Source: an optimization exercise on an open RTL-to-GDS flow (aim: small area, a short achievable clock period and few clock cycles). Production flows keep margins and buffers that such runs may drop.
Only simulation tests tie the RTL to the original design; equivalence was not proved.
Power and IR drop assume default switching activity.

[design/flow/run.sh]
#!/bin/bash
# synth_recipe.tcl (not shown) runs the flow's synth.tcl, then flattens the netlist and writes it again
# the make line also repeats each setting of config.mk as NAME=value (left out here)
make -C /OpenROAD-flow-scripts/flow DESIGN_CONFIG=/design/flow/config.mk WORK_HOME=/design/flow/orfs CLKGATE_MAP_FILE= SYNTH_SCRIPT=/design/flow/synth_recipe.tcl finish
[design/flow/config.mk]
export PLATFORM = sky130hd
export DESIGN_NAME = spitfp_core
export DESIGN_NICKNAME = spitfp_core
export VERILOG_FILES = /design/flow/design.v
export SDC_FILE = /design/flow/constraint.sdc
export NUM_CORES = 4
export LEC_CHECK = 0
export CAP_MARGIN = 20
export CORE_MARGIN = 2
export CORE_UTILIZATION = 35
export CTS_CLUSTER_DIAMETER = 60
export CTS_CLUSTER_SIZE = 20
export PLACE_DENSITY = 0.55
export SETUP_SLACK_MARGIN = 5.0
export SLEW_MARGIN = 20
[design/flow/constraint.sdc]
create_clock -name core_clock -period 8.0 [get_ports {clk}]
set_input_delay 1.6000 -clock core_clock [delete_from_list [all_inputs] [get_ports {clk}]]
set_output_delay 1.6000 -clock core_clock [all_outputs]
set_load 0.01 [all_outputs]
[design/flow/design.v]
module spitfp_core (
    input  wire       clk,
    input  wire       rst,         
    input  wire       in_valid,
    output wire       in_ready,
    input  wire [7:0] in_data,
    output wire       out_valid,
    input  wire       out_ready,
    output wire [7:0] out_data
);
    localparam [20:0] BAUD_MIN      = 21'd400000;
    localparam [20:0] BAUD_MAX      = 21'd2000000;
    localparam [20:0] BAUD_RESET    = 21'd1400000;
    localparam [20:0] DYN_MIN_RESET = 21'd400000;
    localparam [1:0] RX_SEEK = 2'd0;
    localparam [1:0] RX_ACC  = 2'd1;
    localparam [1:0] RX_FC   = 2'd2;
    localparam [1:0] TX_IDLE = 2'd0;
    localparam [1:0] TX_DATA = 2'd1;
    localparam [1:0] TX_ACK  = 2'd2;
    localparam [1:0] SM_SEEK  = 2'd0;
    localparam [1:0] SM_CAND  = 2'd1;
    localparam [1:0] SM_REDIR = 2'd3;
    function [31:0] sinc;
        input [31:0] x;
        sinc = (&x) ? x : x + 32'd1;
    endfunction
    function [7:0] rotl;
        input [7:0] x;
        rotl = {x[6:0], x[7]};
    endfunction
    function [7:0] rotr;
        input [7:0] x;
        rotr = {x[0], x[7:1]};
    endfunction
    reg [7:0]  rb   [0:63];      
    reg [7:0]  pbuf [0:23];      
    reg [7:0]  srx  [0:23];      
    reg [5:0]  head;
    reg [5:0]  tail;
    reg [6:0]  used;
    reg [1:0]  rx_state;
    reg [4:0]  rx_len;
    reg [4:0]  send_len;
    reg [4:0]  slot_tx_len;
    reg [4:0]  slot_rx_len;
    reg [1:0]  tx_src;
    reg [4:0]  tx_idx;
    reg        tx_sent, tx_due, tx_rel;
    reg [3:0]  tx_sl;           
    reg [7:0]  tx_sum;
    reg [3:0]  seq_cur, sls;
    reg        ack_owed;
    reg [31:0] now_reg, last_send, zero_run;
    reg [31:0] c_eack, c_efr, c_emsg, c_eovf, c_brick, c_brlet;
    reg [20:0] baud_cfg, baud_cur, baud_new, dyn_min;
    reg        baud_change, dyn_en;
    reg [7:0] ib0, ib1;
    reg [11:0] id0;             
    reg       iv0, iv1;
    reg       in_rdy;
    assign in_ready = in_rdy;
    wire in_fire = in_valid & in_rdy;
    function [11:0] opdec;
        input [7:0] x;
        begin
            opdec[0]  = (x == 8'h01);
            opdec[1]  = (x == 8'h02);
            opdec[2]  = (x == 8'h03);
            opdec[3]  = (x == 8'h04);
            opdec[4]  = (x == 8'h05);
            opdec[5]  = (x == 8'h06);
            opdec[6]  = (x == 8'h07);
            opdec[7]  = (x == 8'h08);
            opdec[8]  = (x == 8'h09);
            opdec[9]  = (x == 8'h0A);
            opdec[10] = (x == 8'h00) || (x > 8'h0A);
            opdec[11] = (x == 8'h00);
        end
    endfunction
    wire [11:0] in_dec  = opdec(in_data);
    wire [11:0] ib1_dec = opdec(ib1);
    wire go;
    always @(posedge clk) begin
        if (rst) begin
            iv0 <= 1'b0;
            iv1 <= 1'b0;
            in_rdy <= 1'b1;
        end else if (go) begin
            if (iv1) begin
                ib0 <= ib1;
                id0 <= ib1_dec;
                iv0 <= 1'b1;
            end else begin
                ib0 <= in_data;
                id0 <= in_dec;
                iv0 <= in_fire;
            end
            iv1 <= 1'b0;
            in_rdy <= 1'b1;
        end else begin
            if (!iv0) begin
                ib0 <= in_data;
                id0 <= in_dec;
                iv0 <= in_fire;
            end else if (!iv1) begin
                ib1 <= in_data;
                iv1 <= in_fire;
            end
            in_rdy <= !(iv1 | (iv0 & in_fire));
        end
    end
    reg        ov, ov1;
    reg [7:0]  od, od1;
    reg [7:0]  od_o;            
    assign out_valid = ov;
    assign out_data  = od_o;
    wire       pv;              
    wire [7:0] pd;
    wire       pop = ov & out_ready;
    always @(posedge clk) begin
        if (rst) begin
            ov  <= 1'b0;
            ov1 <= 1'b0;
        end else if (pop || !ov) begin
            if (ov1) begin
                od  <= od1;
                od_o <= od1;
                ov  <= 1'b1;
                ov1 <= pv;
                od1 <= pd;
            end else begin
                od  <= pd;
                od_o <= pd;
                ov  <= pv;
                ov1 <= 1'b0;
            end
        end else if (pv) begin
            od1 <= pd;
            ov1 <= 1'b1;
        end
    end
    reg        e_opc, e_rx, e_rd, e_sn, e_sd, e_en, e_w;
    reg        w_tick, w_baud, w_dyn, w_prop;
    reg [3:0]  kq;              
    reg [20:0] arg;             
    reg        en_b;
    reg [7:0]  sub_rem;
    reg        sub_l;           
    reg        sub_f;           
    reg        sw;              
    reg        txp;             
    reg [4:0]  sub_n;
    reg [1:0]  sub_st;          
    reg        f_ltmin, f_gtmax, f_ltdyn;
    reg        t_borrow, t_lo, t_hz;
    reg        t3_pend, t3_to;
    integer k;
    reg        r_act, r_drain;
    reg [4:0]  r_idx, r_last;
    reg [17:0] r_oh;            
    reg [4:0]  pb_off;
    reg        sc_act;
    reg [1:0]  sm;
    reg [7:0]  rq;              
    reg        rz, rl;          
    reg [5:0]  ra;              
    reg [7:0]  sh;              
    reg [4:0]  soff;            
    reg [4:0]  sL, sLm1;
    reg [7:0]  sseq;
    reg        scopy;
    wire tx_wait = (tx_src == TX_IDLE) && tx_due && (pb_off != 5'd0);
    wire stall_c = (r_act && !(r_drain && id0[2])) || ov1 || t3_pend || tx_wait;
    wire go_opc  = iv0 && e_opc && !stall_c;    
    assign go = iv0 && (!e_opc || !stall_c);     
    wire [7:0] b = ib0;
    wire       b_zero  = id0[11];
    wire       o_reset = e_opc && id0[0];
    wire       o_tick  = e_opc && id0[1];
    wire       o_rx    = e_opc && id0[2];
    wire       o_tx    = e_opc && id0[3];
    wire       o_sub   = e_opc && id0[4];
    wire       o_drain = e_opc && id0[5];
    wire       o_rd    = e_opc && id0[6];
    wire       o_baud  = e_opc && id0[7];
    wire       o_dyn   = e_opc && id0[8];
    wire       o_prop  = e_opc && id0[9];
    wire       o_inv   = e_opc && id0[10];
    wire [7:0] cmin_b = kq[0] ? 8'h80 : kq[1] ? 8'h1A : kq[2] ? 8'h06 : 8'h00;
    wire [7:0] cmax_b = kq[0] ? 8'h80 : kq[1] ? 8'h84 : kq[2] ? 8'h1E : 8'h00;
    wire [7:0] dyn_b  = kq[0] ? dyn_min[7:0] : kq[1] ? dyn_min[15:8] :
                        kq[2] ? {3'd0, dyn_min[20:16]} : 8'h00;
    wire [7:0] ls_b   = kq[0] ? last_send[7:0] : kq[1] ? last_send[15:8] :
                        last_send[23:16];
    wire       n_ltmin = (b < cmin_b) || ((b == cmin_b) && !kq[0] && f_ltmin);
    wire       n_gtmax = (b > cmax_b) || ((b == cmax_b) && !kq[0] && f_gtmax);
    wire       n_ltdyn = (b < dyn_b)  || ((b == dyn_b)  && !kq[0] && f_ltdyn);
    wire       t_bin   = !kq[0] && t_borrow;
    wire [7:0] ls_b1   = ls_b + 8'd1;
    wire       t_zero  = t_bin ? (b == ls_b1) : (b == ls_b);       
    wire       t_bout  = t_bin ? (b <= ls_b) : (b < ls_b);        
    wire [7:0] ls0     = last_send[7:0];
    wire       t_small = (b == ls0) || (b == ls0 + 8'd1) || (b == ls0 + 8'd2) ||
                         (b == ls0 + 8'd3) || (b == ls0 + 8'd4);   
    wire [7:0] ls3     = last_send[31:24];
    wire [7:0] ls3p1   = last_send[31:24] + 8'd1;
    wire       t_eq3   = t_borrow ? (b == ls3p1) : (b == ls3);
    wire       t_to    = !(t_lo && t_hz && t_eq3);      
    wire        f_lo    = b_zero && f_ltmin;
    wire        f_hi    = !b_zero || f_gtmax;
    wire        f_ld    = b_zero && f_ltdyn;
    wire [20:0] clampv  = f_lo ? BAUD_MIN : (f_hi ? BAUD_MAX : arg);
    wire [20:0] propv   = f_ld ? dyn_min  : (f_hi ? BAUD_MAX : arg);
    wire [31:0] rv [0:17];
    assign rv[0]  = {19'd0, (zero_run[31:4] != 28'd0), tx_rel, tx_due, tx_sent,
                     tx_src, rx_state, baud_change, ack_owed,
                     (send_len != 5'd0),
                     (slot_tx_len != 5'd0) || (send_len != 5'd0),
                     (slot_rx_len != 5'd0)};
    assign rv[1]  = {16'd0, 3'd0, tx_idx, sls, seq_cur};
    assign rv[2]  = c_eack;
    assign rv[3]  = c_efr;
    assign rv[4]  = c_emsg;
    assign rv[5]  = c_eovf;
    assign rv[6]  = c_brick;
    assign rv[7]  = c_brlet;
    assign rv[8]  = {11'd0, baud_cfg};
    assign rv[9]  = {11'd0, baud_cur};
    assign rv[10] = {11'd0, baud_new};
    assign rv[11] = {31'd0, dyn_en};
    assign rv[12] = {11'd0, dyn_min};
    assign rv[13] = zero_run;
    assign rv[14] = last_send;
    assign rv[15] = {3'd0, rx_len, 3'd0, slot_rx_len, 3'd0, slot_tx_len, 3'd0, send_len};
    assign rv[16] = {25'd0, used};
    assign rv[17] = now_reg;
    reg [31:0] reg_val;
    always @(*) begin
        reg_val = 32'd0;
        for (k = 0; k < 18; k = k + 1)
            if (r_oh[k]) reg_val = reg_val | rv[k];
    end
    reg [7:0] r_byte;
    always @(*) begin
        if (r_drain)
            r_byte = srx[r_idx];
        else case (r_idx[1:0])
            2'd0: r_byte = reg_val[7:0];
            2'd1: r_byte = reg_val[15:8];
            2'd2: r_byte = reg_val[23:16];
            default: r_byte = reg_val[31:24];
        endcase
    end
    wire r_push = r_act && !ov1;
    wire [7:0] tx_seqb = (tx_src == TX_DATA) ? {seq_cur, tx_sl} : {4'd0, tx_sl};
    wire       tx_i1   = (tx_idx == 5'd1);
    wire       tx_last = (tx_idx == send_len - 5'd1);
    wire [7:0] txd_b   = tx_i1 ? tx_seqb : (tx_last ? tx_sum : pbuf[0]);
    wire [7:0] txa_b   = tx_i1 ? tx_seqb : tx_sum;
    wire [7:0] tx_b    = (tx_src == TX_IDLE) ? (tx_due ? {3'd0, send_len} :
                                                (ack_owed ? 8'h03 : 8'h00)) :
                         (tx_src == TX_DATA) ? txd_b : txa_b;
    wire       tx_pl   = go_opc && o_tx && txp;
    wire s_fin = e_sd && sub_l;
    wire w_fin = e_w && kq[3];
    wire x_push = (go_opc && (o_tx || o_drain || o_inv)) ||
                  (iv0 && (e_rd || (e_sn && b_zero) || s_fin || (w_fin && !w_tick)));
    reg [7:0] x_byte;
    always @(*) begin
        if (e_opc)
            x_byte = o_tx ? tx_b : (o_drain ? {3'd0, slot_rx_len} : 8'h03);
        else if (e_rd)
            x_byte = (b <= 8'h11) ? 8'd0 : 8'd3;
        else if (e_sn)
            x_byte = 8'd2;
        else if (e_sd)
            x_byte = {6'd0, sub_st};
        else
            x_byte = (w_prop && !dyn_en) ? 8'd4 : 8'd0;
    end
    assign pv = x_push || r_push;
    assign pd = x_push ? x_byte : r_byte;
    wire [7:0] rbyte = rb[ra];
    wire       rb_z    = (rbyte == 8'd0);
    wire       rb_l    = (rbyte >= 8'd3) && (rbyte <= 8'd27);
    wire       hb_len  = rl;
    wire       used0   = (used == 7'd0);
    wire       h_short = ({1'b0, used} < rq);
    wire       c_cse   = (soff == sLm1);
    wire       c_data   = (sL != 5'd3);
    wire [3:0] c_own    = sseq[7:4];
    wire [3:0] c_ackn   = sseq[3:0];
    wire [7:0] sseq_n   = (cand && !c_cse && soff == 5'd1) ? rq : sseq;
    wire       c_new_c  = c_data && (sseq_n[7:4] != 4'd0) && (sseq_n[7:4] != sls);
    reg        c_new, c_stall, ack_match, c_dup, c_own0, cg, ue;
    always @(posedge clk) begin
        ue        <= (used == {2'd0, sL});
        c_new     <= c_new_c;
        c_stall   <= c_new_c && (slot_rx_len != 5'd0);
        ack_match <= (send_len != 5'd0) && tx_sent && (sseq_n[3:0] == seq_cur);
        c_own0    <= (sseq_n[7:4] == 4'd0);
        c_dup     <= (sseq_n[7:4] == sls);
        cg        <= (rbyte == rotl(sh ^ rq));    
    end
    wire [3:0] seq_next  = (seq_cur == 4'd15) ? 4'd1 : seq_cur + 4'd1;
    wire       cand     = sc_act && (sm == SM_CAND);
    wire       seek     = sc_act && (sm == SM_SEEK);
    wire       s_stop0  = seek && used0;
    wire       s_idle   = seek && !used0 && rz;
    wire       s_badl   = seek && !used0 && !rz && !hb_len;
    wire       s_stopa  = seek && !used0 && hb_len && h_short;
    wire       s_start  = seek && !used0 && hb_len && !h_short;
    wire       c_good   = cg;
    wire       d_fin    = cand && c_cse;
    wire       d_bad    = d_fin && !c_good;
    wire       d_stall  = d_fin && c_good && c_stall;
    wire       d_take   = d_fin && c_good && !c_stall;
    wire       used1    = (used == 7'd1);
    wire       s_empty  = ((s_idle || s_badl) && used1) || (d_take && ue && !ack_match);
    wire       sc_stop  = s_stop0 || s_stopa || d_stall || s_empty;
    wire       cp_on    = cand && scopy && !c_cse;
    wire [5:0] head_p1 = head + 6'd1;
    always @(posedge clk) begin
        if (r_push) begin
            r_idx <= r_idx + 5'd1;
            if (r_idx == r_last) r_act <= 1'b0;
        end
        if ((sw && iv0) || tx_pl ||
            ((pb_off != 5'd0) && !sw && (tx_src != TX_DATA))) begin
            for (k = 0; k < 23; k = k + 1)
                pbuf[k] <= pbuf[k+1];
            pbuf[23] <= sw ? b : pbuf[0];
            pb_off   <= (pb_off == 5'd0 || (sw && iv0 && sub_f)) ? 5'd23 : pb_off - 5'd1;
        end
        if (!sc_act) begin
            rq <= rbyte;
            rz <= rb_z;
            rl <= rb_l;
            ra <= head;
        end else begin
            case (sm)
            SM_SEEK: begin
                if (s_idle || s_badl) begin
                    head <= head + 6'd1;
                    used <= used - 7'd1;
                    rq   <= rbyte;
                    rz   <= rb_z;
                    rl   <= rb_l;
                    ra   <= ra + 6'd1;
                end
                if (s_idle) zero_run <= sinc(zero_run);
                if (s_badl) c_efr    <= sinc(c_efr);
                if (s_start) begin
                    sm    <= SM_CAND;
                    sL    <= rq[4:0];
                    sLm1  <= rq[4:0] - 5'd1;
                    soff  <= 5'd1;
                    sh    <= rotl(rq);
                    scopy <= (slot_rx_len == 5'd0);
                    rq    <= rbyte;
                    rz    <= rb_z;
                    rl    <= rb_l;
                    ra    <= ra + 6'd1;
                end
            end
            SM_CAND: begin
                if (!c_cse) begin
                    sh   <= rotl(sh ^ rq);
                    soff <= soff + 5'd1;
                    if (soff == 5'd1) sseq <= rq;
                end
                rq <= rbyte;
                rz <= rb_z;
                rl <= rb_l;
                ra <= ra + 6'd1;
                if (d_bad) begin
                    if (sL == 5'd3) c_eack <= sinc(c_eack);
                    else            c_emsg <= sinc(c_emsg);
                    head <= head_p1;
                    used <= used - 7'd1;
                    ra   <= head_p1;
                    sm   <= SM_REDIR;
                end
                if (d_take) begin
                    head     <= head + {1'b0, sL};
                    used     <= used - {2'd0, sL};
                    zero_run <= 32'd0;
                    sm       <= SM_SEEK;
                    if (ack_match) begin
                        if (tx_src == TX_DATA) begin
                            tx_rel <= 1'b1;
                        end else begin
                            send_len <= 5'd0;
                            tx_sent  <= 1'b0;
                            tx_due   <= 1'b0;
                            tx_rel   <= 1'b0;
                            seq_cur  <= seq_next;
                        end
                    end
                    if (c_data) begin
                        if (c_own0) begin
                            c_efr <= sinc(c_efr);
                        end else if (c_dup) begin
                            ack_owed <= 1'b1;
                        end else begin
                            slot_rx_len <= sL - 5'd3;
                            sls         <= c_own;
                            ack_owed    <= 1'b1;
                            c_brlet     <= sinc(c_brlet);
                        end
                    end
                end
                if (d_stall) sm <= SM_SEEK;
            end
            default: begin    
                rq <= rbyte;
                rz <= rb_z;
                rl <= rb_l;
                ra <= ra + 6'd1;
                sm <= SM_SEEK;
            end
            endcase
        end
        if (cp_on) begin
            for (k = 0; k < 24; k = k + 1)
                if (soff == k + 2) srx[k] <= rq;
        end
        if (sc_stop) begin
            sc_act <= 1'b0;
            ra     <= head;
            if (s_stop0 || s_empty) begin
                rx_state <= RX_SEEK;
                rx_len   <= 5'd0;
            end else if (s_stopa) begin
                rx_state <= RX_ACC;
                rx_len   <= rq[4:0];
            end else begin
                rx_state <= RX_FC;
                rx_len   <= sL;
            end
        end
        if ((iv0 && w_fin && w_tick && (!sc_act || sc_stop)) || (t3_pend && sc_stop)) begin
            t3_pend <= 1'b0;
            if (send_len == 5'd0 && slot_tx_len != 5'd0) begin
                send_len    <= slot_tx_len + 5'd3;
                slot_tx_len <= 5'd0;
                tx_sent     <= 1'b0;
                tx_rel      <= 1'b0;
                tx_due      <= 1'b1;
            end else if (send_len != 5'd0 && tx_sent && !tx_due &&
                         tx_src != TX_DATA && (t3_pend ? t3_to : t_to)) begin
                tx_due <= 1'b1;
            end
            if (baud_change && tx_src == TX_IDLE) begin
                baud_cur    <= baud_new;
                baud_change <= 1'b0;
            end
        end else if (iv0 && w_fin && w_tick) begin
            t3_pend <= 1'b1;
            t3_to   <= t_to;
        end
        if (iv0) begin
            if (go_opc) begin
                if (o_tick) begin
                    e_opc <= 1'b0; e_w <= 1'b1; kq <= 4'b0001;
                    w_tick <= 1'b1; w_baud <= 1'b0; w_dyn <= 1'b0; w_prop <= 1'b0;
                    sc_act <= 1'b1;
                    sm     <= SM_SEEK;
                    ra     <= head + 6'd1;
                end
                if (o_rx)  begin e_opc <= 1'b0; e_rx <= 1'b1; end
                if (o_sub) begin e_opc <= 1'b0; e_sn <= 1'b1; end
                if (o_rd)  begin e_opc <= 1'b0; e_rd <= 1'b1; end
                if (o_baud || o_prop) begin
                    e_opc <= 1'b0; e_w <= 1'b1; kq <= 4'b0001;
                    w_tick <= 1'b0; w_baud <= o_baud; w_dyn <= 1'b0; w_prop <= o_prop;
                end
                if (o_dyn) begin
                    e_opc <= 1'b0; e_en <= 1'b1;
                    w_tick <= 1'b0; w_baud <= 1'b0; w_dyn <= 1'b1; w_prop <= 1'b0;
                end
                if (o_tx) begin
                    if (tx_src == TX_IDLE) begin
                        if (tx_due) begin
                            tx_sl     <= sls;
                            tx_sum    <= rotl({3'd0, send_len});
                            tx_src    <= TX_DATA;
                            tx_idx    <= 5'd1;
                            tx_due    <= 1'b0;
                            tx_sent   <= 1'b1;
                            last_send <= now_reg;
                            ack_owed  <= 1'b0;
                        end else if (ack_owed) begin
                            tx_sl    <= sls;
                            tx_sum   <= 8'h06;
                            tx_src   <= TX_ACK;
                            tx_idx   <= 5'd1;
                            ack_owed <= 1'b0;
                        end
                    end else if (tx_src == TX_DATA) begin
                        tx_sum <= rotl(tx_sum ^ txd_b);
                        if (tx_last) begin
                            tx_src <= TX_IDLE;
                            tx_idx <= 5'd0;
                            if (tx_rel) begin
                                send_len <= 5'd0;
                                tx_sent  <= 1'b0;
                                tx_due   <= 1'b0;
                                tx_rel   <= 1'b0;
                                seq_cur  <= seq_next;
                            end
                        end else begin
                            tx_idx <= tx_idx + 5'd1;
                        end
                        txp <= tx_i1 || (txp && (tx_idx != send_len - 5'd2));
                    end else begin
                        tx_sum <= rotl(tx_sum ^ txa_b);
                        if (tx_idx == 5'd2) begin
                            tx_src <= TX_IDLE;
                            tx_idx <= 5'd0;
                        end else begin
                            tx_idx <= tx_idx + 5'd1;
                        end
                    end
                end
                if (o_drain) begin
                    slot_rx_len <= 5'd0;
                    if (slot_rx_len != 5'd0) begin
                        r_act   <= 1'b1;
                        r_drain <= 1'b1;
                        r_idx   <= 5'd0;
                        r_last  <= slot_rx_len - 5'd1;
                    end
                end
            end
            if (e_rx) begin
                e_rx <= 1'b0; e_opc <= 1'b1;
                rb[tail] <= b;
                tail <= tail + 6'd1;
                if (used[6]) begin
                    head     <= head + 6'd1;
                    ra       <= head_p1;
                    c_eovf   <= sinc(c_eovf);
                    rx_state <= RX_SEEK;
                    rx_len   <= 5'd0;
                end else begin
                    used <= used + 7'd1;
                end
            end
            if (e_rd) begin
                e_rd <= 1'b0; e_opc <= 1'b1;
                r_act   <= 1'b1;
                r_drain <= 1'b0;
                r_idx   <= 5'd0;
                r_last  <= 5'd3;
                for (k = 0; k < 18; k = k + 1)
                    r_oh[k] <= (b == k);
            end
            if (e_sn) begin
                e_sn    <= 1'b0;
                sub_n   <= b[4:0];
                sub_rem <= b;
                sub_l   <= (b == 8'd1);
                sub_f   <= 1'b1;
                if (b == 8'd0 || b > 8'd24)
                    sub_st <= 2'd2;
                else if (slot_tx_len != 5'd0 || send_len != 5'd0)
                    sub_st <= 2'd1;
                else
                    sub_st <= 2'd0;
                if (b == 8'd0) e_opc <= 1'b1;
                else           e_sd  <= 1'b1;
                sw <= (b != 8'd0) && (b <= 8'd24) && (slot_tx_len == 5'd0) && (send_len == 5'd0);
            end
            if (e_sd) begin
                sub_rem <= sub_rem - 8'd1;
                sub_l   <= (sub_rem == 8'd2);
                sub_f   <= 1'b0;
                if (sub_l) begin
                    e_sd <= 1'b0; e_opc <= 1'b1;
                    sw   <= 1'b0;
                    if (sub_st == 2'd0) begin
                        slot_tx_len <= sub_n;
                        c_brick     <= sinc(c_brick);
                    end
                end
            end
            if (e_en) begin
                e_en <= 1'b0; e_w <= 1'b1; kq <= 4'b0001;
                en_b <= (b != 8'd0);
            end
            if (e_w) begin
                kq <= {kq[2:0], 1'b0};
                f_ltmin  <= n_ltmin;
                f_gtmax  <= n_gtmax;
                f_ltdyn  <= n_ltdyn;
                t_borrow <= t_bout;
                if (kq[0]) begin
                    t_lo <= t_small;
                    t_hz <= 1'b1;
                end else begin
                    t_hz <= t_hz && t_zero;
                end
                if (kq[0]) arg[7:0]   <= b;
                if (kq[1]) arg[15:8]  <= b;
                if (kq[2]) arg[20:16] <= b[4:0];
                if (w_tick) begin
                    if (kq[0]) now_reg[7:0]   <= b;
                    if (kq[1]) now_reg[15:8]  <= b;
                    if (kq[2]) now_reg[23:16] <= b;
                    if (kq[3]) now_reg[31:24] <= b;
                end
                if (kq[3]) begin
                    e_w <= 1'b0; e_opc <= 1'b1;
                    if (w_baud) begin
                        baud_cfg <= clampv;
                        if (!dyn_en) begin
                            baud_new    <= clampv;
                            baud_change <= 1'b1;
                        end
                    end
                    if (w_dyn) begin
                        dyn_en  <= en_b;
                        dyn_min <= clampv;
                        if (!en_b) begin
                            baud_new    <= baud_cfg;
                            baud_change <= 1'b1;
                        end
                    end
                    if (w_prop && dyn_en) begin
                        baud_new    <= propv;
                        baud_change <= 1'b1;
                    end
                end
            end
        end
        if (rst || (go_opc && o_reset)) begin
            head <= 6'd0; tail <= 6'd0; used <= 7'd0;
            rx_state <= RX_SEEK; rx_len <= 5'd0;
            send_len <= 5'd0; slot_tx_len <= 5'd0; slot_rx_len <= 5'd0;
            tx_src <= TX_IDLE; tx_idx <= 5'd0; txp <= 1'b0;
            tx_sent <= 1'b0; tx_due <= 1'b0; tx_rel <= 1'b0;
            seq_cur <= 4'd1; sls <= 4'd0; ack_owed <= 1'b0;
            now_reg <= 32'd0; last_send <= 32'd0; zero_run <= 32'd0;
            c_eack <= 32'd0; c_efr <= 32'd0; c_emsg <= 32'd0;
            c_eovf <= 32'd0; c_brick <= 32'd0; c_brlet <= 32'd0;
            baud_cfg <= BAUD_RESET; baud_cur <= BAUD_RESET; baud_new <= BAUD_RESET;
            baud_change <= 1'b0; dyn_en <= 1'b1; dyn_min <= DYN_MIN_RESET;
            ra <= 6'd0;
        end
        if (rst) begin
            e_opc <= 1'b1; e_rx <= 1'b0; e_rd <= 1'b0; e_sn <= 1'b0;
            e_sd <= 1'b0; e_en <= 1'b0; e_w <= 1'b0; sw <= 1'b0;
            sc_act  <= 1'b0;
            t3_pend <= 1'b0;
            r_act   <= 1'b0;
            pb_off  <= 5'd0;
        end
    end
endmodule
==> results.cfg, run 1 <==
[final_layout]
largest_register_ff_count = 512
final_net_count = 5860
area_delta_synth_final_pct = 15.8
registers.top_by_ff_count = rb
reg_top3 = rb (512), pbuf (192), srx (192)
drive_above_1_share_pct = 16.0
finish.utilization_pct = 40.8

[clock_tree]
cts_max_level = 3
holdBufCountCts = 0
clock-root-buffer = clkbuf_16
clock_path_buffers = 3
worstSkewPairLatency_ns = 0.80
cts-buffers-inserted = 117
clkTransAtPathRegs_ns = 0.08
tritoncts_clock_tree = yes
clock_sink_count = 1547

[setup_path]
worst_path_max_delay_cell = a22oi_1
timing.critical_path.cells = buf_4, a22oi_1, nand3_1, nor2_1, a21oi_2, o211a_1, a211o_1, mux2_4
worst_path_dominant_cell_family = compound AO/OA/AOI/OAI gates
crit_path_end_kind = flop
setup.worst_path.class = flop to flop
cp_slowest_stage_delay_ns = 0.55
path_max_fanout = 13
worst_ep_arrival_time_ns = 3.69
cp_data_required_time_ns = 8.53
worst_setup_path_start_kind = flop
worstPathBufferInverterCount = 1

[yosys]
async_flop_share_pct = 0
synthesis.nets = 5767
post_synth.cell_area_avg_um2 = 12.1
syn-cell-area_mm2 = 0.0687
synth_edf_count = 1072
syn_inst = 5664
synth.lib_cells_used.distinct = 102
postSynthRegisterBits = 1547
share_of_the_yosys_chip_area_belonging_to_registers_pct = 60.7
synthesis.yosys.warnings = 3
yosys_most_used_dff = edfxtp_1

[timing]
final.setup.tns_ns = 0
fmax_mhz = 316
max-slew-margin-rel_pct = 26.5
post-route-min-period_ns = 3.16
worst_clock_skew_ns = 0.0444
final_number_of_setup_violating_endpoints = 0
finalHoldViolCount = 0
rsz0062_at_grt = true
maxSlewViolCount = 0
worst_pin_slew_ns = 1.10
min_period_over_period_pct = 39.5

[power]
power_switching_share_pct = 26.5
net_load_switching_power_w = 0.00490
power.ir.vdd_worst_mv = 0.200
power_frac_comb_pct = 12.8
power_density_mw_per_mm2 = 233
power.static_leakage_nw = 26.1
power_frac_clock_pct = 34.6
p_seq_share_pct = 52.6
power.internal_w = 0.0136

[place]
placement.io_buffers = 21
dp.final_hpwl_um = 152000
finalWeightedCongestion = 0.947

[routing]
drt_iter0_drc = 6463
drcViolationCount = 0
routed-via-count = 49600
wl_per_cell_um = 27.6
antenna_left = 0
first_pass_iters = 9
post_drt_via_cell_ratio = 5.86
wirelength_um = 234000

[floorplan]
coreArea_mm2 = 0.195
vertical_die_dimension_um = 447
initial_utilization_pct = 35.2
die_w_um = 447
design.die.area_mm2 = 0.200
top_level_ports = 22
core.rowCount = 162

[grt]
globalRouteTotalUtil_pct = 22.6
grt_max_degree = 78
number_of_antenna_violations_at_the_first_check_in_global_routing = 2
gr-total-overflow = 0
first_global_vias = 46000
grt_first_pass_wirelength_um = 332000

[run]
cap_viol_max_count = 0

[hold_path]
hp-class = flop to flop

[status]
run_status = no timing/DRC/antenna violations
## synth_stat cells (27+ instances only)
cell type | number | area (um^2)
edfxtp_1 | 1072 | 32200
nor2_1 | 561 | 2110
dfxtp_1 | 475 | 9510
nand2_1 | 435 | 1630
a21oi_1 | 283 | 1420
nand3_1 | 224 | 1120
clkbuf_1 | 201 | 754
a22oi_1 | 188 | 1410
xnor2_1 | 167 | 1460
o21ai_0 | 162 | 811
mux2i_1 | 146 | 1460
xor2_1 | 143 | 1250
nor3_1 | 119 | 596
nand4_1 | 109 | 682
inv_1 | 107 | 402
mux4_2 | 105 | 2360
ha_1 | 89 | 1110
buf_2 | 73 | 365
and3_1 | 67 | 419
a221oi_1 | 66 | 578
or3_1 | 64 | 400
a22o_1 | 54 | 473
and2_1 | 52 | 325
mux2_2 | 50 | 563
nor2b_1 | 45 | 282
nor4_1 | 39 | 244
o211ai_1 | 39 | 293
and4_1 | 36 | 315
buf_1 | 32 | 120
a211oi_1 | 31 | 233
a31oi_1 | 31 | 194
o22ai_1 | 30 | 188
nand2b_1 | 27 | 169
## final cells by class
class | instances | area, um^2
Sequential cell | 1547 | 41800
Fill cell | 18300 | 115000
Inverter | 112 | 440
Clock buffer | 132 | 3070
Clock inverter | 77 | 1000
Timing Repair Buffer | 292 | 3440
Antenna cell | 1 | 2.50
Multi-Input combinational cell | 3687 | 26600
Tap cell | 2624 | 3280
## through the flow
stage | setup WS, ns | cells | instance area [um^2] | power [W] | hold slack [ns]
6_report | 4.84 | 8472 | 79600 | 0.0185 | 0.408
5_1_grt | 4.78 | 8471 | 79600 | 0.0191 | 0.421
4_1_cts | 4.84 | 8420 | 78500 | 0.0185 | 0.420
3_5_place_dp | 3.53 | 8086 | 71700 | 0.0117 | 0.405
3_3_place_gp | 3.46 | 8085 | 71700 | 0.0117 | 0.402
2_1_floorplan | 4.77 | 5664 | 68800 | 0.0109 | 0.400
## placed cells by master (no fill, tap or decap), types with 29 or more instances in the layout
cell type,instances
a211oi_1,29
a21oi_1,263
a221oi_1,51
a22o_1,50
a22oi_1,177
a31oi_1,29
and2_1,43
and3_1,62
and4_1,34
buf_12,34
buf_4,178
clkbuf_16,124
dfxtp_1,450
edfxtp_1,1072
ha_1,82
inv_1,102
mux2_2,47
mux2i_1,139
mux4_2,111
nand2_1,427
nand3_1,220
nand4_1,109
nor2_1,528
nor2_2,31
nor2b_1,36
nor3_1,104
o211ai_1,39
o21ai_0,149
o22ai_1,29
or3_1,61
xnor2_1,167
xor2_1,143
## power groups by stage
stage               Combinational (W)  Clock, W  Sequential [W]
floorplan                     0.00107         0         0.00984
global placement              0.00176         0         0.00993
detailed placement            0.00179         0         0.00992
CTS                           0.00222   0.00650         0.00975
global route                  0.00250   0.00679         0.00981
finish                        0.00237   0.00641         0.00975
## final timing paths
| check | from | endpoint | slack [ns] | depth (start not counted) |
|---|---|---|---|---|
| min | pbuf[5][3] | pbuf[4][3] | 0.41 | 0 |
| min reg2reg | pbuf[5][3] | pbuf[4][3] | 0.41 | 0 |
| max reg2reg | r_oh[15] | od_o[1] | 4.84 | 8 |
| max | r_oh[15] | od_o[1] | 4.84 | 8 |
## logic make-up after synthesis
| family | synth area share [%] |
|---|---|
| flops | 60.7 |
| mux | 6.85 |
| fa+ha+maj | 1.68 |
| xor+xnor | 3.95 |
| simple gates | 13.2 |
| compound gates | 10.9 |
| buf+inv | 2.69 |
## timing repair
action | 4_1_cts | 5_1_grt
buffers inserted | 101 | 46
resized for setup | 341 | 145
endpoints found under the setup margin | 968 | 774
pin swaps | 42 | 53
cloned | 24 | 5
## metal layers
| layer | routed length, um | GRT usage [%] |
|---|---|---|
| met5 | 13 | 0 |
| met4 | 9590 | 8.53 |
| met1 | 98300 | 31.6 |
| met2 | 106000 | 35.2 |
| met3 | 19600 | 3.68 |
Testbench counts, summed over its fixed seeds: cycles 160,687.
==> inputs of run 2 (changes only) <==
--- a/design/flow/design.v
+++ b/design/flow/design.v
@@ -120,2 +120,4 @@
     wire       pop = ov & out_ready;
+    always @(posedge clk)
+        od_o <= (pop || !ov) ? (ov1 ? od1 : pd) : od;
     always @(posedge clk) begin
@@ -127,3 +129,2 @@
                 od  <= od1;
-                od_o <= od1;
                 ov  <= 1'b1;
@@ -133,3 +134,2 @@
                 od  <= pd;
-                od_o <= pd;
                 ov  <= pv;
@@ -152,2 +152,3 @@
     reg        txp;             
+    reg        txl;             
     reg [4:0]  sub_n;
@@ -257,3 +258,3 @@
     wire       tx_i1   = (tx_idx == 5'd1);
-    wire       tx_last = (tx_idx == send_len - 5'd1);
+    wire       tx_last = txl;
     wire [7:0] txd_b   = tx_i1 ? tx_seqb : (tx_last ? tx_sum : pbuf[0]);
@@ -462,2 +463,4 @@
         end
+        if (e_rx && (iv0 || !used[6]))
+            rb[tail] <= b;
         if (iv0) begin
@@ -516,2 +519,3 @@
                         txp <= tx_i1 || (txp && (tx_idx != send_len - 5'd2));
+                        txl <= txp && (tx_idx == send_len - 5'd2);
                     end else begin
@@ -538,3 +542,2 @@
                 e_rx <= 1'b0; e_opc <= 1'b1;
-                rb[tail] <= b;
                 tail <= tail + 6'd1;
@@ -641,3 +644,3 @@
             send_len <= 5'd0; slot_tx_len <= 5'd0; slot_rx_len <= 5'd0;
-            tx_src <= TX_IDLE; tx_idx <= 5'd0; txp <= 1'b0;
+            tx_src <= TX_IDLE; tx_idx <= 5'd0; txp <= 1'b0; txl <= 1'b0;
             tx_sent <= 1'b0; tx_due <= 1'b0; tx_rel <= 1'b0;
--- a/design/flow/config.mk
+++ b/design/flow/config.mk
@@ -9,6 +9,6 @@
 export CORE_MARGIN = 2
-export CORE_UTILIZATION = 35
+export CORE_UTILIZATION = 42
 export CTS_CLUSTER_DIAMETER = 60
-export CTS_CLUSTER_SIZE = 20
-export PLACE_DENSITY = 0.55
+export CTS_CLUSTER_SIZE = 22
+export PLACE_DENSITY = 0.62
 export SETUP_SLACK_MARGIN = 5.0
==> run 2 against run 1 <==
Compared with the run above: global-route usage increased by 3.2 points; cell count decreased by 5.4%; first-iteration DRC count increased by 5.7%; clock power down 3.4%; synthesized cell count is essentially flat; worst setup slack worse by 0.047 ns; maximum frequency fell by 1.5%; die area fell by 17%; combinational power about the same; critical endpoint is now od[5].
==> results.cfg, run 2 <==
[status]
run_status = no timing/DRC/antenna violations

[setup_path]
reg2reg_to = od[5]
path_max_fanout = 32
reg2reg_setup_slack_ns = 4.79
worst_setup_path_start_kind = flop
setup.worst_path.class = flop to flop
crit_path_start = r_oh[4]
cp_data_required_time_ns = 8.51
worst_ep_arrival_time_ns = 3.72
crit-reg2reg-launch = r_oh[4]
worst_path_max_delay_cell = edfxtp_1
ff2ff_path_depth = 9
cp_slowest_stage_delay_ns = 0.41
crit_path_end_kind = flop
worst_setup_path_endpoint = od[5]
timing.critical_path.cells = buf_4, a22o_1, a221oi_1, nand3_1, o21ai_0, o2111ai_1, a31oi_2, a21oi_1, o21a_1

[final_layout]
largest_register_ff_count = 512
final_net_count = 5846
most_frequent_standard_cell_in_the_layout_excluding_fill_and_tap_cells = edfxtp_1
drive_above_1_share_pct = 16.8
reg_top3 = rb (512), pbuf (192), srx (192)
area_delta_synth_final_pct = 14.8
fillerInstances = 14200
finish.instance_area_mm2 = 0.0786
mostFrequentLayoutCells = edfxtp_1 (1072), nand2_1 (508), nor2_1 (461)
registers.top_by_ff_count = rb

[hold_path]
hp-class = flop to flop

[clock_tree]
clock_sink_count = 1556
cts-buffers-inserted = 115
cts_max_level = 3
clock_path_buffers = 3
tritoncts_clock_tree = yes
clock-root-buffer = clkbuf_16
worstSkewPairLatency_ns = 0.78
clkTransAtPathRegs_ns = 0.09

[power]
power.ir.vdd_worst_mv = 0.224
power.static_leakage_nw = 25.5
power_density_mw_per_mm2 = 234

[floorplan]
initial_utilization_pct = 42.2
core.rowCount = 148
die_w_um = 408
top_level_ports = 22
design.die.area_mm2 = 0.166
vertical_die_dimension_um = 408
coreArea_mm2 = 0.162

[yosys]
synth_edf_count = 1072
yosys-top-cells-count = edfxtp_1 (1072), nor2_1 (520), nand2_1 (516)
synth_top_area_cell = edfxtp_1
syn-cell-area_mm2 = 0.0685
async_flop_share_pct = 0
yosys_most_used_dff = edfxtp_1
share_of_the_yosys_chip_area_belonging_to_registers_pct = 61.1
post_synth.cell_area_avg_um2 = 12.1
synth_most_common_cell = edfxtp_1
postSynthRegisterBits = 1556
synthesis.nets = 5769
syn_inst = 5669
yosys.area.top_type_share_pct = 47.0
top_cells_by_area_in_the_synthesized_netlist = edfxtp_1 (47%), dfxtp_1 (14%), mux4_2 (3.9%), nor2_1 (2.8%), nand2_1 (2.8%)
synth.lib_cells_used.distinct = 101
synthesis.yosys.warnings = 3

[grt]
grt_first_pass_wirelength_um = 320000
first_global_vias = 46100
number_of_antenna_violations_at_the_first_check_in_global_routing = 3
gr-total-overflow = 0
grt_max_degree = 101
globalRouteTotalUtil_pct = 25.8

[timing]
maxSlewViolCount = 0
final_number_of_setup_violating_endpoints = 0
worst_pin_slew_ns = 1.10
fmax_mhz = 312
final.hold.worst_slack_ns = 0.395
rsz0062_at_grt = true
post-route-min-period_ns = 3.21
min_period_over_period_pct = 40.1
finalHoldViolCount = 0
max-slew-margin-rel_pct = 25.8
worst_clock_skew_ns = 0.0462
final.setup.tns_ns = 0

[place]
finalWeightedCongestion = 1.00
dpl-instance-area_mm2 = 0.0710
placement.io_buffers = 21
dp.final_hpwl_um = 145000

[routing]
antenna_left = 0
wl_per_cell_um = 27.9
drt_iter0_drc = 6829
post_drt_via_cell_ratio = 6.22
drcViolationCount = 0
wirelength_um = 224000
first_pass_iters = 10
routed-via-count = 49800

[run]
cap_viol_max_count = 0
==> run 2: cell count changes after synthesis, moves of 23 or more <==
cell      change
nand2_1      +81
nor3_1       -23
nand3_1      -26
buf_2        -50
mux2i_1      -65
nor2_1       -41
clkbuf_1     +59
==> run 2: power by group <==
part | switching, W | internal [W] | leakage (nW) | total [W]
Combinational | 0.00153 | 0.000831 | 9.79 | 0.00236
Sequential | 0.000286 | 0.00957 | 13.8 | 0.00986
Clock | 0.00321 | 0.00297 | 1.90 | 0.00619
Total | 0.00503 | 0.0134 | 25.5 | 0.0184
==> run 2: metrics by stage <==
stage	setup slack, ns	utilization (%)	std cells	power, W
detailed placement	3.33	43.7	7629	0.0119
finish	4.79	48.4	8011	0.0184
floorplan	2.63	-	5669	0.0111
global route	4.82	48.4	8009	0.0189
CTS	4.83	47.6	7929	0.0183
global placement	3.40	43.7	7628	0.0119
==> run 2: cells by family (layout without fill, tap and decap cells) <==
group | after synthesis | count (layout) | synth area share [%]
compound gates | 1137 | 1137 | 11.3
xor+xnor | 320 | 320 | 4.09
fa+ha+maj | 88 | 88 | 1.63
buf+inv | 465 | 627 | 2.78
flops | 1556 | 1556 | 61.1
mux | 237 | 237 | 5.70
other cells | 0 | 2 | 0
simple gates | 1866 | 1869 | 13.3
==> run 2: routing by layer <==
metal  global-route usage (%)  vias up  routed length (um)
li1                         -    21600                   -
met1                     34.8    24900               87500
met2                     40.0     2713              101000
met3                     5.05      582               22000
met4                     12.7        6               13300
met5                        0        -                  46
==> run 2: worst min path at each step <==
stage | from | endpoint | slack (ns) | cells past startpoint
2_1_floorplan | pbuf[1][0] | pbuf[0][0] | 0.40 | 0
3_3_place_gp | pbuf[8][7] | pbuf[7][7] | 0.40 | 0
3_5_place_dp | pbuf[19][2] | pbuf[18][2] | 0.40 | 0
4_1_cts | pbuf[15][5] | pbuf[14][5] | 0.39 | 0
5_1_grt | pbuf[15][5] | pbuf[14][5] | 0.39 | 0
6_report | pbuf[15][5] | pbuf[14][5] | 0.39 | 0
==> run 2: worst max-delay path, delay by kind of cell, from the launching register on <==
family	cells	cell delay [ns]
AO/OA/AOI/OAI	7	2.09
flip-flops	1	0.41
buffers and inverters	1	0.30
AND/OR/NAND/NOR	1	0.11
==> run 2: cell type report <==
cell class,count,area [um^2],share of cell area [%]
repair buffers,300,3350,4.26
clock buffers,123,2970,3.78
well taps,2175,2720,3.46
diodes,2,5.00,0.00636
flip-flops and latches,1556,42000,53.4
clock inverters,82,935,1.19
multi-input cells,3651,26200,33.4
inverters,122,470,0.598
==> run 2: repair_timing <==
action,CTS,global route
pin swaps,47,63
buffers inserted,77,75
gates cloned,18,5
hold buffers,0,0
endpoints found under the hold margin,0,0
endpoints found under the setup margin,1047,913
resized for setup,313,148
Testbench counts of run 2, summed over its fixed seeds: cycles 160,687.
==> inputs of run 3 (changes only) <==
--- a/design/flow/config.mk
+++ b/design/flow/config.mk
@@ -9,6 +9,6 @@
 export CORE_MARGIN = 2
-export CORE_UTILIZATION = 42
+export CORE_UTILIZATION = 40
 export CTS_CLUSTER_DIAMETER = 60
-export CTS_CLUSTER_SIZE = 22
-export PLACE_DENSITY = 0.62
+export CTS_CLUSTER_SIZE = 20
+export PLACE_DENSITY = 0.6
 export SETUP_SLACK_MARGIN = 5.0
==> run 3 against run 2 <==
Compared with the run above: still clean on timing, DRC and antenna; non-clock buffer count shrank 7; global-route usage down 0.68 points; cell count rose by 0.57%; clock skew is 0.0014 ns lower; combinational power fell by 2%; count of clock-buffer cells in the layout rose by 21; via count shrank 0.93%; worst hold slack improved by 0.0098 ns; critical endpoint is now cg; largest power group unchanged.
==> results.cfg, run 3 <==
[timing]
post-route-min-period_ns = 3.12
final_number_of_setup_violating_endpoints = 0
worst_pin_slew_ns = 1.23
fmax_mhz = 320
worst_clock_skew_ns = 0.0448
max-slew-margin-rel_pct = 17.5
worst_setup_slack_after_layout_ns = 4.88
final.setup.tns_ns = 0
min_period_over_period_pct = 39.0
finalHoldViolCount = 0
maxSlewViolCount = 0
rsz0062_at_grt = true

[setup_path]
crit_path_end_kind = flop
cp_data_required_time_ns = 8.71
reg2reg_to = cg
worst_ep_arrival_time_ns = 3.83
timing.critical_path.cells = buf_12, buf_12, buf_16, buf_16, mux4_2, o22ai_2, nor3_2, or4_4, xnor2_1, or4_1, nor3_2
crit-reg2reg-launch = ra[0]
cp_slowest_stage_delay_ns = 0.55
path_max_fanout = 8
worst_path_max_delay_cell = mux4_2
worst_setup_path_start_kind = flop
ff2ff_path_depth = 11
reg2reg_setup_slack_ns = 4.88
setup.worst_path.class = flop to flop

[yosys]
share_of_the_yosys_chip_area_belonging_to_registers_pct = 61.1
dominant_combinational_cell_family_by_area_after_synthesis = simple AND/OR/NAND/NOR gates
postSynthRegisterBits = 1556
arithmetic_cell_share_of_the_synthesized_area_counting_full_adders_half_adders_and_majority_gates_pct = 1.63
synthesis.yosys.warnings = 3
synth_simple_gate_area_share_pct = 13.3
post_synthesis_compound_gate_area_fraction_pct = 11.3
async_flop_share_pct = 0
yosys.area.top_type_share_pct = 47.0
yosys_most_used_dff = edfxtp_1
top_cells_by_area_in_the_synthesized_netlist = edfxtp_1 (47%), dfxtp_1 (14%), mux4_2 (3.9%), nor2_1 (2.8%), nand2_1 (2.8%)
synthMuxAreaShare_pct = 5.70
synth_most_common_cell = edfxtp_1
synth_xor_xnor_area_share_pct = 4.09
synth_top_area_cell = edfxtp_1
synth.lib_cells_used.distinct = 101
yosys-top-cells-count = edfxtp_1 (1072), nor2_1 (520), nand2_1 (516)
synth_edf_count = 1072
synthesis.nets = 5769
syn-cell-area_mm2 = 0.0685
post_synth.cell_area_avg_um2 = 12.1
syn_inst = 5669

[clock_tree]
tritoncts_clock_tree = yes
clkTransAtPathRegs_ns = 0.08
worstSkewPairLatency_ns = 0.80
cts_max_level = 3
clock_sink_count = 1556
clock-root-buffer = clkbuf_16
clock_path_buffers = 3
cts-buffers-inserted = 118

[power]
power.ir.vdd_worst_mv = 0.234
p_seq_share_pct = 53.3
power_frac_clock_pct = 34.2
power_density_mw_per_mm2 = 235
power.internal_w = 0.0135
power_switching_share_pct = 27.1
power.static_leakage_nw = 25.6
report.power.total_w = 0.0185
net_load_switching_power_w = 0.00502
power_frac_comb_pct = 12.6

[place]
place_ws_ns = 3.63
finalWeightedCongestion = 0.970
place_inst = 7675
placement.io_buffers = 21
dp.final_hpwl_um = 146000

[final_layout]
reg_top3 = rb (512), pbuf (192), srx (192)
most_frequent_standard_cell_in_the_layout_excluding_fill_and_tap_cells = edfxtp_1
final_net_count = 5841
area_delta_synth_final_pct = 15.1
mostFrequentLayoutCells = edfxtp_1 (1072), nand2_1 (509), nor2_1 (477)
registers.top_by_ff_count = rb
drive_above_1_share_pct = 16.3
fillerInstances = 15100
largest_register_ff_count = 512
layout.cells.non_filler = 8057

[floorplan]
coreArea_mm2 = 0.170
top_level_ports = 22
initial_utilization_pct = 40.4
vertical_die_dimension_um = 418
die_w_um = 418
design.die.area_mm2 = 0.175
core.rowCount = 151

[grt]
grt_max_degree = 101
first_global_vias = 46300
number_of_antenna_violations_at_the_first_check_in_global_routing = 6
grt_first_pass_wirelength_um = 324000
globalRouteTotalUtil_pct = 25.2
gr-total-overflow = 0

[routing]
antenna_left = 0
first_pass_iters = 17
drt_iter0_drc = 6610
drcViolationCount = 0
routed-via-count = 49400
wirelength_um = 226000
wl_per_cell_um = 28.0
post_drt_via_cell_ratio = 6.13

[hold_path]
hp-class = flop to flop
min-delay-start = pbuf[1][2]
whs_endpoint = pbuf[0][2]
min_delay_path_depth = 0

[status]
run_status = no timing/DRC/antenna violations

[run]
cap_viol_max_count = 0
[run 3: power by group through the flow]
stage / Combinational [W] / Clock, W / Sequential (W)
after floorplan: 0.00108 / 0 / 0.0100
after global placement: 0.00183 / 0 / 0.0100
after detailed placement: 0.00185 / 0 / 0.0100
after CTS: 0.00218 / 0.00639 / 0.00987
after global routing: 0.00245 / 0.00667 / 0.00992
final: 0.00232 / 0.00632 / 0.00987
[run 3: what timing repair did]
| item | 4_1_cts | 5_1_grt |
|---|---|---|
| pin swaps | 43 | 40 |
| buffers inserted | 97 | 47 |
| hold buffers | 0 | 0 |
| gates resized for setup | 332 | 139 |
| endpoints found under the setup margin | 1041 | 646 |
| cloned | 17 | 3 |
[run 3: logic make-up after synthesis]
logic type               Yosys count
AND/OR/NAND/NOR                 1866
flip-flops                      1556
AO/OA/AOI/OAI                   1137
buffers and inverters            465
XOR/XNOR                         320
multiplexers                     237
adder cells (fa/ha/maj)           88
[run 3: stage by stage]
step | instance area (um^2) | util, % | hold WS (ns)
after floorplan | 68600 | - | 0.400
after global placement | 71100 | 41.9 | 0.403
after detailed placement | 71100 | 41.9 | 0.405
after CTS | 77800 | 45.8 | 0.409
after global routing | 78800 | 46.5 | 0.414
final | 78800 | 46.5 | 0.404
[run 3: worst max path at each step]
stage	slack, ns	endpoint	from	cells past startpoint
finish	4.88	cg	ra[0]	11
global route	4.80	cg	ra[0]	13
CTS	4.87	rl	ra[0]	10
detailed placement	3.63	ra[3]	rst	8
global placement	3.64	ra[3]	rst	8
floorplan	2.63	pb_off[3]	pb_off[1]	11
[run 3: cell type report]
type / count / area [um^2] / area share, %
flip-flops and latches: 1556 / 42000 / 53.2
multi-input cells: 3650 / 26300 / 33.4
repair buffers: 293 / 3290 / 4.17
clock buffers: 144 / 3120 / 3.96
well taps: 2218 / 2780 / 3.52
clock inverters: 71 / 901 / 1.14
inverters: 122 / 470 / 0.597
diodes: 3 / 7.51 / 0.00952
[run 3: layer usage]
layer  track usage, %  vias to the layer above  wire length (um)  share of wire, %
li1                 -                    21600                 -                 -
met1             34.1                    24600             90800                40
met2             38.9                     2517            101000                45
met3             4.69                      571             20800               9.2
met4             12.3                        2             13000               5.7
met5                0                        -                 7            0.0031
[run 3: critical path, delay by kind of cell (launching register included)]
kind	cells	cell delay (ns)
buf+inv	4	0.51
xor+xnor	1	0.15
simple gates	4	1.20
compound gates	1	0.20
flops	1	0.41
mux	1	0.55
==> inputs of run 4 (changes only) <==
--- a/design/flow/config.mk
+++ b/design/flow/config.mk
@@ -10,3 +10,3 @@
 export CORE_UTILIZATION = 40
-export CTS_CLUSTER_DIAMETER = 60
+export CTS_CLUSTER_DIAMETER = 80
 export CTS_CLUSTER_SIZE = 20
==> run 4 against run 3 <==
Compared with the run above: flip-flop and latch count did not move; worst setup slack improved by 0.00073 ns; die area did not move; critical endpoint unchanged.
==> results.cfg, run 4 <==
[final_layout]
finish.instance_area_mm2 = 0.0778
registers.top_by_ff_count = rb
finish.utilization_pct = 45.9
area_delta_synth_final_pct = 13.6
mostFrequentLayoutCells = edfxtp_1 (1072), nand2_1 (510), nor2_1 (461)
drive_above_1_share_pct = 15.7
antenna_cells = 0
final_net_count = 5830
most_frequent_standard_cell_in_the_layout_excluding_fill_and_tap_cells = edfxtp_1
largest_register_ff_count = 512
reg_top3 = rb (512), pbuf (192), srx (192)

[hold_path]
hp-class = flop to flop
min_delay_path_depth = 0

[timing]
maxSlewViolCount = 0
final.setup.tns_ns = 0
final_number_of_setup_violating_endpoints = 0
max-slew-margin-rel_pct = 18.4
rsz0062_at_grt = true
worst_clock_skew_ns = 0.0400
post-route-min-period_ns = 3.12
min_period_over_period_pct = 39.0
finalHoldViolCount = 0
fmax_mhz = 320
worst_pin_slew_ns = 1.21

[grt]
grtUsageMet2_pct = 39.1
grt_max_degree = 101
number_of_antenna_violations_at_the_first_check_in_global_routing = 7
grt_first_pass_wirelength_um = 322000
global_route.usage.met1_pct = 34.0
first_global_vias = 45900
grt_busiest_layer = met2
gr-total-overflow = 0
globalRouteTotalUtil_pct = 25.0
gr-usage-met3_pct = 4.58

[floorplan]
top_level_ports = 22
design.die.area_mm2 = 0.175
die_w_um = 418
core.rowCount = 151
initial_utilization_pct = 40.4
vertical_die_dimension_um = 418
coreArea_mm2 = 0.170

[yosys]
synthesis.yosys.warnings = 3
synth.lib_cells_used.distinct = 101
synthMuxAreaShare_pct = 5.70
top_cells_by_area_in_the_synthesized_netlist = edfxtp_1 (47%), dfxtp_1 (14%), mux4_2 (3.9%), nor2_1 (2.8%), nand2_1 (2.8%)
share_of_the_yosys_chip_area_belonging_to_registers_pct = 61.1
synth_most_common_cell = edfxtp_1
async_flop_share_pct = 0
syn_inst = 5669
arithmetic_cell_share_of_the_synthesized_area_counting_full_adders_half_adders_and_majority_gates_pct = 1.63
yosys-top-cells-count = edfxtp_1 (1072), nor2_1 (520), nand2_1 (516)
post_synthesis_compound_gate_area_fraction_pct = 11.3
yosys.area.top_type_share_pct = 47.0
synth_top_area_cell = edfxtp_1
synth_edf_count = 1072
dominant_combinational_cell_family_by_area_after_synthesis = simple AND/OR/NAND/NOR gates
post_synth.cell_area_avg_um2 = 12.1
syn-cell-area_mm2 = 0.0685
yosys_most_used_dff = edfxtp_1
synthesis.nets = 5769
synth_simple_gate_area_share_pct = 13.3
postSynthRegisterBits = 1556
synth_xor_xnor_area_share_pct = 4.09

[routing]
first_pass_iters = 6
wirelength_um = 226000
routed-via-count = 49500
drt_iter0_drc = 6686
antenna_left = 0
drcViolationCount = 0
post_drt_via_cell_ratio = 6.18
wl_per_cell_um = 28.3

[place]
dp.final_hpwl_um = 146000
placement.io_buffers = 21
dpl-instance-area_mm2 = 0.0711
finalWeightedCongestion = 0.970

[status]
run_status = no timing/DRC/antenna violations

[setup_path]
crit_path_end_kind = flop
worstPathBufferInverterCount = 6
worst_path_most_repeated_cell = buf_12
setup.worst_path.class = flop to flop
worst_setup_path_start_kind = flop
crit_path_start = ra[0]
ff2ff_path_depth = 13
worst_setup_path_endpoint = cg
worst_path_max_delay_cell = mux4_2
worst_path_dominant_cell_family = buffers and inverters
cp_data_required_time_ns = 8.69
worst_ep_arrival_time_ns = 3.81
cp_slowest_stage_delay_ns = 0.51
crit_path_cell_count = 13
timing.critical_path.cells = buf_12, buf_12, buf_16, buf_12, buf_4, mux4_2, o2111ai_1, nand4_1, buf_4, xnor2_1, a21oi_1, or4_1, nor3_2
reg2reg_to = cg
path_max_fanout = 7
reg2reg_setup_slack_ns = 4.88
crit-reg2reg-launch = ra[0]

[clock_tree]
clock-root-buffer = clkbuf_16
holdBufCountCts = 0
cts_max_level = 3
cts-buffers-inserted = 94
clock_path_buffers = 3
worstSkewPairLatency_ns = 0.78
tritoncts_clock_tree = yes
clkTransAtPathRegs_ns = 0.09
clock_sink_count = 1556

[run]
cap_viol_max_count = 0

[power]
power_density_mw_per_mm2 = 222
power.ir.vdd_worst_mv = 0.249
power.static_leakage_nw = 25.1
-- run 4: kinds of logic (layout without fill, tap and decap cells) --
| family | count (synthesis) | in the layout |
|---|---|---|
| muxes | 237 | 237 |
| and+or+nand+nor | 1866 | 1868 |
| xor gates and xnor gates | 320 | 320 |
| AOI/OAI and AO/OA | 1137 | 1137 |
| DFF | 1556 | 1556 |
| adders and majority gates | 88 | 88 |
| buffers and inverters | 465 | 582 |
-- run 4: timing repair --
item                       in CTS  in global routing
resized for setup             319                163
gates cloned                   17                  6
pin swaps                      40                 44
setup endpoints to repair    1050                695
buffers inserted               92                 62
-- run 4: layer usage --
| metal | part of all wire, % | routed length [um] |
|---|---|---|
| met5 | 0.015 | 35 |
| met4 | 5.2 | 11800 |
| met3 | 9.2 | 20900 |
| met2 | 45 | 102000 |
| met1 | 40 | 91200 |
-- run 4: final cells by class --
class | count | area [um^2]
clock buffers | 130 | 2540
clock inverters | 24 | 275
inverters | 122 | 469
repair buffers | 306 | 3490
fillers | 15200 | 91800
flip-flops and latches | 1556 | 42000
multi-input cells | 3650 | 26300
well taps | 2218 | 2780
-- run 4: report_power, final --
group | internal [W] | switching (W)
sequential | 0.00958 | 0.000290
combinational | 0.000845 | 0.00152
clock | 0.00227 | 0.00281
total | 0.0127 | 0.00462
-- run 4: worst reg2reg max path, delay by kind of cell (launching register included) --
kind | cells | cell delay (ns)
AND/OR/NAND/NOR | 3 | 0.79
buffers and inverters | 6 | 0.84
AO/OA/AOI/OAI | 2 | 0.34
multiplexers | 1 | 0.51
flip-flops | 1 | 0.43
XOR/XNOR | 1 | 0.14
-- run 4: worst min-delay path by stage --
stage / end / slack [ns] / from
floorplan: pbuf[0][0] / 0.40 / pbuf[1][0]
global placement: pbuf[13][3] / 0.40 / pbuf[14][3]
detailed placement: pbuf[10][1] / 0.40 / pbuf[11][1]
CTS: pbuf[0][1] / 0.42 / pbuf[1][1]
global route: pbuf[0][1] / 0.43 / pbuf[1][1]
finish: pbuf[0][2] / 0.41 / pbuf[1][2]
-- run 4: per-stage QoR --
stage	total power, W	cells	hold WS (ns)	setup slack (ns)
2_1_floorplan	0.0111	5669	0.400	2.63
3_3_place_gp	0.0119	7675	0.403	3.64
3_5_place_dp	0.0119	7675	0.405	3.63
4_1_cts	0.0172	7938	0.421	4.89
5_1_grt	0.0178	8006	0.426	4.84
6_report	0.0173	8006	0.409	4.88

==> separate check: timing with driven ports <==
In the flow no input, the clock included, has a driving cell. The finished layouts below were timed again as built, in two steps.
Step 1 (the two cells are an assumption about what drives the block):
set clk [get_ports {clk}]
set_driving_cell -lib_cell sky130_fd_sc_hd__clkbuf_16 $clk
set_driving_cell -lib_cell sky130_fd_sc_hd__buf_2 [delete_from_list [all_inputs] $clk]
Step 2 times the ports against the registers' clock, not the clock port: input delays grow and output delays shrink by t, the midpoint of the rising clock arrivals with the driver on.
Slacks: ideal ports / drivers / drivers and shift; pairs: ideal ports / drivers.
run	t (ns)	setup slack, ns	hold slack, ns	worst slew at a driven data input, ns	pins driven straight from the clock port
run 1	0.863	4.839 / 4.839 / 4.300	0.408 / 0.408 / 0.408	0.07	1
run 2	0.845	4.791 / 4.791 / 4.233	0.395 / 0.395 / 0.395	0.04	1
run 3	0.861	4.879 / 4.879 / 4.291	0.404 / 0.404 / 0.404	0.09	1
run 4	0.835	4.880 / 4.880 / 4.300	0.409 / 0.409 / 0.409	0.08	1
After both steps setup and hold are still met in every run listed. The setup slack of run 3, which loses most, moves by 0.000 ns with the drivers and by -0.588 ns with both steps.
